Background: an optimization exercise with open tools, aiming at small area. Do not read the settings as production practice.
The RTL was checked by simulation tests, not by an equivalence proof against the original design.
The clock port is modelled as an ideal driver; clocking choices that lean on that would not hold on a real chip.
No activity file was given, so power comes from the tool's default toggle rates.

==> flow/design.v (excerpt) <==
module dxl2_rx (
  input  wire        clk,
  input  wire        rst,         
  input  wire        in_valid,
  input  wire [7:0]  in_byte,
  output wire        p_valid,     
  output wire [7:0]  p_data,
  output wire        f_valid,     
  output wire [2:0]  f_err,       
  output wire [7:0]  f_id,
  output wire [7:0]  f_inst,
  output wire [15:0] f_len,
  output wire [15:0] f_crc,       
  output wire        f_crc_ok     
);
  localparam [3:0] S_IDLE = 4'd0;
  localparam [3:0] S_FF1  = 4'd1;
  localparam [3:0] S_FF2  = 4'd2;
  localparam [3:0] S_H3   = 4'd3;    
  localparam [3:0] S_H4   = 4'd4;    
  localparam [3:0] S_H5   = 4'd5;    
  localparam [3:0] S_H6   = 4'd6;    
  localparam [3:0] S_H7   = 4'd7;    
  localparam [3:0] S_CRCH = 4'd8;    
  localparam [3:0] S_BW0  = 4'd12;
  localparam [3:0] S_BW1  = 4'd13;
  localparam [3:0] S_BW2  = 4'd14;
  localparam [3:0] S_BP   = 4'd15;
  localparam [15:0] CRC_HDR = 16'h0C0E;
  reg  [7:0]  b;           
  reg         v;           
  reg  [3:0]  st;
  reg         esc;         
  reg  [15:0] crc;         
  reg  [15:0] rem;         
  reg  [15:0] len_r;
  reg  [7:0]  id_r;
  reg  [7:0]  inst_r;
  wire [7:0]  idx;
  wire [15:0] crc_next;
  dxl2_crc_table u_crc (.crc(crc), .b(b), .idx(idx), .nxt(crc_next));
  wire b_ff   = (b == 8'hFF);
  wire b_fd   = (b == 8'hFD);
  wire b_00   = (b == 8'h00);
  wire body   = (st[3:2] == 2'b11);
  wire in_len = (st == S_H7) || body;           
  wire rem_hi0 = (rem[15:2] == 14'd0);
  wire rem1   = rem_hi0 && (rem[1:0] == 2'd1);
  wire rem2   = rem_hi0 && (rem[1:0] == 2'd2);
  wire len0   = (b == 8'h00) && (len_r[7:0] == 8'h00);
  wire last   = ((st == S_H6) && len0) || (in_len && rem1) || (st == S_CRCH);
  wire crc_l  = in_len && rem2;                 
  wire param  = body && !rem2 && !((st == S_BP) && b_fd);
  assign p_valid = v && param;
  assign p_data  = b;
  assign f_valid = v && last;
  ...
==> flow/config.mk <==
export PLATFORM = sky130hd
export DESIGN_NAME = dxl2_rx
export DESIGN_NICKNAME = dxl2_rx
export VERILOG_FILES = /design/flow/design.v
export SDC_FILE = /design/flow/constraint.sdc
export NUM_CORES = 4
export LEC_CHECK = 0
export CAP_MARGIN = 20
export CORE_MARGIN = 2
export CORE_UTILIZATION = 40
export SLEW_MARGIN = 20
==> flow/constraint.sdc <==
create_clock -name core_clock -period 7.0 [get_ports {clk}]
set_input_delay 1.4000 -clock core_clock [delete_from_list [all_inputs] [get_ports {clk}]]
set_output_delay 1.4000 -clock core_clock [all_outputs]
set_load 0.01 [all_outputs]
standard.sh (not shown) runs the stock make flow with config.mk's settings and CLKGATE_MAP_FILE= SYNTH_SCRIPT=/design/flow/synth_recipe.tcl, a recipe that flattens the netlist after the stock synthesis.
==> flow/flow/run.sh <==
#!/bin/bash
set -euo pipefail
here=$PWD
rm -rf "$here/scripts_abc"
cp -r "$FLOW_HOME/scripts" "$here/scripts_abc"
cp "$here/flow/abc_map.script" "$here/scripts_abc/abc_speed.script"
bash standard.sh SCRIPTS_DIR="$here/scripts_abc" synth > "$here/synth_make.log" 2>&1
bash standard.sh BUFFER_PORTS_ARGS="-buffer_cell sky130_fd_sc_hd__buf_1" \
  CTS_ARGS="-sink_clustering_enable -repair_clock_nets -dont_use_dummy_load -buf_list sky130_fd_sc_hd__clkbuf_16 -root_buf sky130_fd_sc_hd__clkbuf_16 -sink_clustering_size 80 -sink_clustering_max_diameter 400" \
  finish > "$here/layout_make.log" 2>&1
==> flow/flow/abc_map.script <==
&get -n
&st
&syn2
&dch -f
&nf -R 1000 -p
&put
The baseline completed with no timing, DRC or antenna violations.
Rerun with:
==> flow/flow/run.sh (replaced) <==
#!/bin/bash
# Standard ORFS layout with two changes:
#  - synthesis maps the logic with flow/abc_map.script (area-oriented ABC mapping)
#    in place of ORFS's abc_speed.script; everything else in synthesis is ORFS's,
#    run through the standard.sh and synth_recipe.tcl;
#  - the port buffers are the smallest buffer cell (buf_1).
set -euo pipefail
here=$PWD
rm -rf "$here/scripts_abc"
cp -r "$FLOW_HOME/scripts" "$here/scripts_abc"
cp "$here/flow/abc_map.script" "$here/scripts_abc/abc_speed.script"
bash standard.sh SCRIPTS_DIR="$here/scripts_abc" synth > "$here/synth_make.log" 2>&1
bash standard.sh BUFFER_PORTS_ARGS="-buffer_cell sky130_fd_sc_hd__buf_1" finish > "$here/layout_make.log" 2>&1
After rerunning: The new run went through all stages and came out clean; wire length climbs by 0.46%; sequential share of layout area rises by 0.69 points; setup slack degrades by 0.048 ns; die area is unchanged; core utilization came out lower by 0.63 points; cell area shrinks by 1.3%; area after synthesis is unchanged; total power went down by 6.8%.

The RTL this note starts from:
==> flow/design.v <==
module dxl2_crc_table (
  input  wire [15:0] crc,
  input  wire [7:0]  b,
  output wire [7:0]  idx,
  output wire [15:0] nxt
);
  wire [7:0] i = crc[15:8] ^ b;
  wire       q = ^i[7:1];             
  wire       p = q ^ i[0];            
  assign idx = i;
  assign nxt = {crc[7] ^ p,
                crc[6:2],
                crc[1] ^ i[7],
                crc[0] ^ i[6] ^ i[7],
                i[5] ^ i[6],
                i[4] ^ i[5],
                i[3] ^ i[4],
                i[2] ^ i[3],
                i[1] ^ i[2],
                i[0] ^ i[1],
                q,
                p};
endmodule
module dxl2_rx (
  input  wire        clk,
  input  wire        rst,         
  input  wire        in_valid,
  input  wire [7:0]  in_byte,
  output wire        p_valid,     
  output wire [7:0]  p_data,
  output wire        f_valid,     
  output wire [2:0]  f_err,       
  output wire [7:0]  f_id,
  output wire [7:0]  f_inst,
  output wire [15:0] f_len,
  output wire [15:0] f_crc,       
  output wire        f_crc_ok     
);
  localparam [3:0] S_IDLE = 4'd0;
  localparam [3:0] S_FF1  = 4'd1;
  localparam [3:0] S_FF2  = 4'd2;
  localparam [3:0] S_H3   = 4'd3;    
  localparam [3:0] S_H4   = 4'd4;    
  localparam [3:0] S_H5   = 4'd5;    
  localparam [3:0] S_H6   = 4'd6;    
  localparam [3:0] S_H7   = 4'd7;    
  localparam [3:0] S_CRCH = 4'd8;    
  localparam [3:0] S_LASTS = 4'd9;   
  localparam [3:0] S_BW0  = 4'd12;
  localparam [3:0] S_BW1  = 4'd13;
  localparam [3:0] S_BW2  = 4'd14;
  localparam [3:0] S_BP   = 4'd15;
  localparam [15:0] CRC_HDR = 16'h0C0E;
  reg  [7:0]  b;           
  reg         v;           
  reg  [3:0]  st;
  reg         esc;         
  reg  [15:0] crc;         
  reg  [15:0] rem;         
  reg  [15:0] len_r;
  reg  [7:0]  id_r;
  reg  [7:0]  inst_r;
  wire [7:0]  idx;
  wire [15:0] crc_next;
  dxl2_crc_table u_crc (.crc(crc), .b(b), .idx(idx), .nxt(crc_next));
  wire b_ff   = (b == 8'hFF);
  wire b_fd   = (b == 8'hFD);
  wire b_00   = (b == 8'h00);
  wire body   = (st == S_BW0 || st == S_BW1 || st == S_BW2 || st == S_BP);
  wire in_len = (st == S_H7) || body;           
  wire rem_hi0 = (rem[15:2] == 14'd0);
  wire rem2   = rem_hi0 && (rem[1:0] == 2'd2);
  wire len01  = (b == 8'h00) && (len_r[7:1] == 7'd0);   
  wire len0   = len01 && !len_r[0];
  wire last   = ((st == S_H6) && len0) || (st == S_CRCH) || (st == S_LASTS);
  wire crc_l  = in_len && rem2;                 
  wire param  = body && !rem2 && !((st == S_BP) && b_fd);
  assign p_valid = v && param;
  assign p_data  = b;
  assign f_valid = v && last;
  wire short  = (st == S_H6) || (st == S_LASTS);
  wire id_bad = (id_r[7:2] == 6'h3F) && id_r[0];
  wire crc_ok = (idx == 8'h00) && (crc[7:0] == rem[15:8]);
  assign f_err    = short  ? 3'd1 :
                    id_bad ? 3'd4 :
                    !crc_ok ? 3'd5 :
                    esc    ? 3'd6 : 3'd0;
  assign f_id     = id_r;
  assign f_inst   = inst_r;
  assign f_len    = len_r;
  assign f_crc    = {b, rem[15:8]};
  assign f_crc_ok = crc_ok;
  reg [3:0] st_n;
  always @(*) begin
    case (st)
      S_IDLE: st_n = b_ff ? S_FF1 : S_IDLE;
      S_FF1:  st_n = b_ff ? S_FF2 : S_IDLE;
      S_FF2:  st_n = b_fd ? S_H3 : b_ff ? S_FF1 : S_IDLE;
      S_H3:   st_n = b_00 ? S_H4 : b_ff ? S_FF1 : S_IDLE;
      S_H4:   st_n = S_H5;
      S_H5:   st_n = S_H6;
      S_H6:   st_n = len01 ? (len_r[0] ? S_LASTS : S_IDLE) : S_H7;
      S_H7:   st_n = rem2 ? S_LASTS : (b_ff ? S_BW1 : S_BW0);
      S_BW0:  st_n = rem2 ? S_CRCH : (b_ff ? S_BW1 : S_BW0);
      S_BW1:  st_n = rem2 ? S_CRCH : (b_ff ? S_BW2 : S_BW0);
      S_BW2:  st_n = rem2 ? S_CRCH : (b_fd ? S_BP : b_ff ? S_BW2 : S_BW0);
      S_BP:   st_n = rem2 ? S_CRCH : (b_ff ? S_BW1 : S_BW0);
      default: st_n = S_IDLE;
    endcase
  end
  always @(posedge clk) begin
    b <= in_byte;
    v <= in_valid && !rst;
    if (v && (st == S_H6 || crc_l))
      rem <= {b, len_r[7:0]};
    else
      rem <= rem - {15'd0, v};
    if (rst) begin
      st <= S_IDLE;
    end else if (v) begin
      st <= st_n;
      if (st == S_H7)
        esc <= 1'b0;
      else if (st == S_BP && (rem2 || !b_fd))
        esc <= 1'b1;
      if (st == S_IDLE || st == S_FF1 || st == S_FF2)
        crc <= CRC_HDR;
      else if (!crc_l)
        crc <= crc_next;
      if (st == S_H4)
        id_r <= b;
      if (st == S_H5)
        len_r[7:0] <= b;
      if (st == S_H5 || st == S_H6)
        len_r[15:8] <= b;
      if (st == S_H7)
        inst_r <= b;
    end
  end
endmodule
clock: 7.0 ns
lec_check: 0
cap_margin: 20
core_margin: 2
core_utilization: 70
slew_margin: 20
==> flow/flow/run.sh <==
#!/bin/bash
# Standard ORFS layout (the standard.sh) with these changes:
#  - synthesis is synth_recipe.tcl as standard.sh runs it (so the registers
#    are the standard synthesis's), but ABC maps the logic with each of the
#    scripts flow/abc_*.script in turn in place of ORFS's abc_speed.script,
#    with adders left to ABC (ADDER_MAP_FILE empty); the netlist with the
#    smallest cell area is kept;
#  - the port buffers are the smallest buffer cell (buf_1);
#  - the clock tree: CTS builds root -> leaf buffers from clkbuf_4 without
#    dummy loads, then flow/clk_rebal.tcl shares the flip-flops out evenly
#    among the leaves and upsizes a leaf whose estimated clock slew is over
#    CLK_SLEW_MAX ns; the root buffer becomes clkbuf_2.
# Each make run writes its full output to its own log file here; the ORFS
# tools' logs are under orfs/logs/ (and synth_<script>/ for each synthesis).
set -euo pipefail
here=$PWD
res="$here/orfs/results/$FLOW_PLATFORM/dxl2_rx/base"
rep="$here/orfs/reports/$FLOW_PLATFORM/dxl2_rx/base"
logd="$here/orfs/logs/$FLOW_PLATFORM/dxl2_rx/base"
best=""
best_area=""
for s in "$here"/flow/abc_*.script; do
  name=$(basename "$s" .script)
  rm -rf "$here/scripts_abc"
  cp -r "$FLOW_HOME/scripts" "$here/scripts_abc"
  cp "$s" "$here/scripts_abc/abc_speed.script"
  rm -f "$res"/1_*
  bash standard.sh SCRIPTS_DIR="$here/scripts_abc" ADDER_MAP_FILE= synth > "$here/synth_make_$name.log" 2>&1
  area=$(awk '/Chip area for module/ {print $NF}' "$rep/synth_stat.txt")
  echo "$name: synth area $area" | tee -a "$here/synth_choice.log"
  rm -rf "$here/synth_$name"
  mkdir -p "$here/synth_$name"
  cp -p "$res"/1_* "$here/synth_$name/"
  cp -p "$rep/synth_stat.txt" "$logd/1_2_yosys.log" "$here/synth_$name/"
  if [[ -z "$best" ]] || awk -v a="$area" -v b="$best_area" 'BEGIN { exit !(a < b) }'; then
    best=$name
    best_area=$area
  fi
done
echo "kept: $best ($best_area)" | tee -a "$here/synth_choice.log"
rm -f "$res"/1_*
for f in 1_1_yosys_canonicalize.rtlil 1_2_yosys.v 1_2_yosys.sdc 1_synth.odb 1_synth.sdc; do
  cp -p "$here/synth_$best/$f" "$res/$f"
  touch "$res/$f"
done
cp -p "$here/synth_$best/synth_stat.txt" "$rep/synth_stat.txt"
bash standard.sh BUFFER_PORTS_ARGS="-buffer_cell sky130_fd_sc_hd__buf_1" \
  CTS_ARGS="-sink_clustering_enable -dont_use_dummy_load -root_buf sky130_fd_sc_hd__clkbuf_4 -buf_list sky130_fd_sc_hd__clkbuf_4" \
  POST_CTS_TCL="$here/flow/clk_rebal.tcl" \
  CLK_LEAF_BUF=sky130_fd_sc_hd__clkbuf_4 CLK_ROOT_BUF=sky130_fd_sc_hd__clkbuf_2 CLK_BIG_BUF=sky130_fd_sc_hd__clkbuf_8 CLK_SLEW_MAX=0.110 \
  finish > "$here/layout_make.log" 2>&1
==> flow/flow/clk_rebal.tcl <==
# POST_CTS_TCL hook: keep the clock tree CTS made (root buffer -> leaf
# buffers), but share the flip-flops out among the leaves evenly: the sinks
# are split by recursive bisection of their positions (x, then y, ...) into
# as many groups as there are leaves, each leaf buffer moves to the centroid
# of its group, and all clock buffers become $::env(CLK_LEAF_BUF).
set block [ord::get_db_block]
set pnet [$block findNet clk]
proc net_loads {net} {
  set r {}
  foreach it [$net getITerms] { if {[$it isInputSignal]} { lappend r $it } }
  return $r
}
proc out_net {inst} {
  foreach it [$inst getITerms] { if {[$it isOutputSignal]} { return [$it getNet] } }
  return NULL
}
proc it_x {it} { return [lindex [[$it getInst] getLocation] 0] }
proc it_y {it} { return [lindex [[$it getInst] getLocation] 1] }
proc bisect {items n axis} {
  if {$n <= 1} { return [list $items] }
  set key [expr {$axis == 0 ? "it_x" : "it_y"}]
  set s [lsort -command [list apply {{k a b} {expr {[$k $a] - [$k $b]}}} $key] $items]
  set n1 [expr {$n / 2}]
  set h [expr {([llength $s] * $n1) / $n}]
  return [concat [bisect [lrange $s 0 [expr {$h - 1}]] $n1 [expr {1 - $axis}]] \
                 [bisect [lrange $s $h end] [expr {$n - $n1}] [expr {1 - $axis}]]]
}
set roots [net_loads $pnet]
if {[llength $roots] != 1} { error "clk_rebal: expected one root buffer, got [llength $roots]" }
set root [[lindex $roots 0] getInst]
set rnet [out_net $root]
set leaves {}
set sinks {}
foreach it [net_loads $rnet] {
  set inst [$it getInst]
  if {![string match "sky130_fd_sc_hd__clkbuf_*" [[$inst getMaster] getName]]} {
    error "clk_rebal: root drives [$inst getName]"
  }
  lappend leaves $inst
  foreach s [net_loads [out_net $inst]] { lappend sinks $s }
}
set master [[ord::get_db] findMaster $::env(CLK_LEAF_BUF)]
set groups [bisect $sinks [llength $leaves] 0]
set i 0
foreach g $groups {
  set buf [lindex $leaves $i]
  set bnet [out_net $buf]
  set sx 0; set sy 0
  foreach it $g {
    $it disconnect
    $it connect $bnet
    incr sx [it_x $it]; incr sy [it_y $it]
  }
  set n [llength $g]
  $buf swapMaster $master
  $buf setLocation [expr {$sx / $n}] [expr {$sy / $n}]
  puts "clk_rebal: [$buf getName] drives $n sinks"
  incr i
}
$root swapMaster [[ord::get_db] findMaster $::env(CLK_ROOT_BUF)]
detailed_placement
estimate_parasitics -placement
# a leaf whose flip-flops see a clock slew over CLK_SLEW_MAX (ns, estimated
# from placement) is upsized to CLK_BIG_BUF
set big [[ord::get_db] findMaster $::env(CLK_BIG_BUF)]
set n_up 0
foreach buf $leaves {
  set worst 0.0
  foreach it [net_loads [out_net $buf]] {
    set s [get_property [get_pins [$it getName]] slew_max]
    if {$s > $worst} { set worst $s }
  }
  if {$worst > $::env(CLK_SLEW_MAX)} {
    $buf swapMaster $big
    incr n_up
    puts "clk_rebal: [$buf getName] upsized, slew was $worst"
  }
}
if {$n_up > 0} {
  detailed_placement
  estimate_parasitics -placement
}
Other scripts of this flow, unchanged in this note and not shown: flow/flow/abc_ds0.script, flow/flow/abc_ds1.script, flow/flow/abc_ds2.script, flow/flow/abc_f3.script
The baseline went through all stages and came out clean.
Edit:
--- a/flow/flow/run.sh
+++ b/flow/flow/run.sh
@@ -11,3 +11,3 @@
 #    among the leaves and upsizes a leaf whose estimated clock slew is over
-#    CLK_SLEW_MAX ns; the root buffer becomes clkbuf_2.
+#    CLK_SLEW_MAX ns.
 # Each make run writes its full output to its own log file here; the ORFS
@@ -49,3 +49,3 @@
   POST_CTS_TCL="$here/flow/clk_rebal.tcl" \
-  CLK_LEAF_BUF=sky130_fd_sc_hd__clkbuf_4 CLK_ROOT_BUF=sky130_fd_sc_hd__clkbuf_2 CLK_BIG_BUF=sky130_fd_sc_hd__clkbuf_8 CLK_SLEW_MAX=0.110 \
+  CLK_LEAF_BUF=sky130_fd_sc_hd__clkbuf_4 CLK_ROOT_BUF=sky130_fd_sc_hd__clkbuf_4 CLK_BIG_BUF=sky130_fd_sc_hd__clkbuf_8 CLK_SLEW_MAX=0.110 \
   finish > "$here/layout_make.log" 2>&1
--- a/flow/config.mk
+++ b/flow/config.mk
@@ -9,3 +9,3 @@
 export CORE_MARGIN = 2
-export CORE_UTILIZATION = 70
+export CORE_UTILIZATION = 80
 export SLEW_MARGIN = 20
The new run completed with no timing, DRC or antenna violations.
Clock power stays flat.
Non-clock buffer count goes down by 1.
Maximum frequency hardly moves.
Setup slack improves by 0.0080 ns.
Cell area stays the same.
Clock skew is about the same.
Sequential share of layout area stays the same.
Edit:
--- a/flow/config.mk
+++ b/flow/config.mk
@@ -9,3 +9,3 @@
 export CORE_MARGIN = 2
-export CORE_UTILIZATION = 80
+export CORE_UTILIZATION = 70
 export SLEW_MARGIN = 20
The changed run ran to the end with no violations. Setup slack improves by 0.10 ns. Synthesized area is unchanged. Wire length decreases by about a fifth. Sequential power barely changes. Clock power stays flat. Clock-buffer cell count is unchanged. Clock skew stays flat. Core utilization decreases by 9.5 points. Fmax increases by a few percent. Die area increases by roughly a tenth.
Edit:
--- a/flow/flow/run.sh
+++ b/flow/flow/run.sh
@@ -49,3 +49,3 @@
   POST_CTS_TCL="$here/flow/clk_rebal.tcl" \
-  CLK_LEAF_BUF=sky130_fd_sc_hd__clkbuf_4 CLK_ROOT_BUF=sky130_fd_sc_hd__clkbuf_4 CLK_BIG_BUF=sky130_fd_sc_hd__clkbuf_8 CLK_SLEW_MAX=0.110 \
+  CLK_LEAF_BUF=sky130_fd_sc_hd__clkbuf_4 CLK_ROOT_BUF=sky130_fd_sc_hd__clkbuf_2 CLK_BIG_BUF=sky130_fd_sc_hd__clkbuf_8 CLK_SLEW_MAX=0.110 \
   finish > "$here/layout_make.log" 2>&1
- utilization stays flat
- die area does not change
- clock power is about the same
- register-to-register slack barely changes
- cell count is unchanged
- fmax came out lower by about 2.8%
- first-iteration DRC count came out lower by 2.6%
- non-clock buffer count is unchanged

static timing again, ports no longer ideal:
No port has a modelled driver above. Below, the same layouts with a new extraction and two added sets of constraints.
Step 1 (the two cells are an assumption about what drives the block):
set clk [get_ports {clk}]
set_driving_cell -lib_cell sky130_fd_sc_hd__clkbuf_16 $clk
set_driving_cell -lib_cell sky130_fd_sc_hd__buf_2 [delete_from_list [all_inputs] $clk]
Step 2 also shifts input and output timing later by t, the mid clock arrival at the registers, as if the neighbouring blocks saw the same clock.
Three values: ideal, step 1, step 2; two values: the first two.
run	shift t [ns]	setup slack, ns	worst setup path after step 2
the first run of note 1	0.354	2.668 / 2.633 / 2.988	register to output
the second run of note 1	0.374	2.620 / 2.589 / 2.963	register to output
the first run of note 2	0.504	2.942 / 2.918 / 3.421	register to output
the second run of note 2	0.429	2.950 / 2.922 / 3.352	register to output
the third run of note 2	0.421	3.055 / 3.029 / 3.451	register to output
the fourth run of note 2	0.504	2.942 / 2.918 / 3.421	register to output
After both steps setup and hold are still met in every run listed.
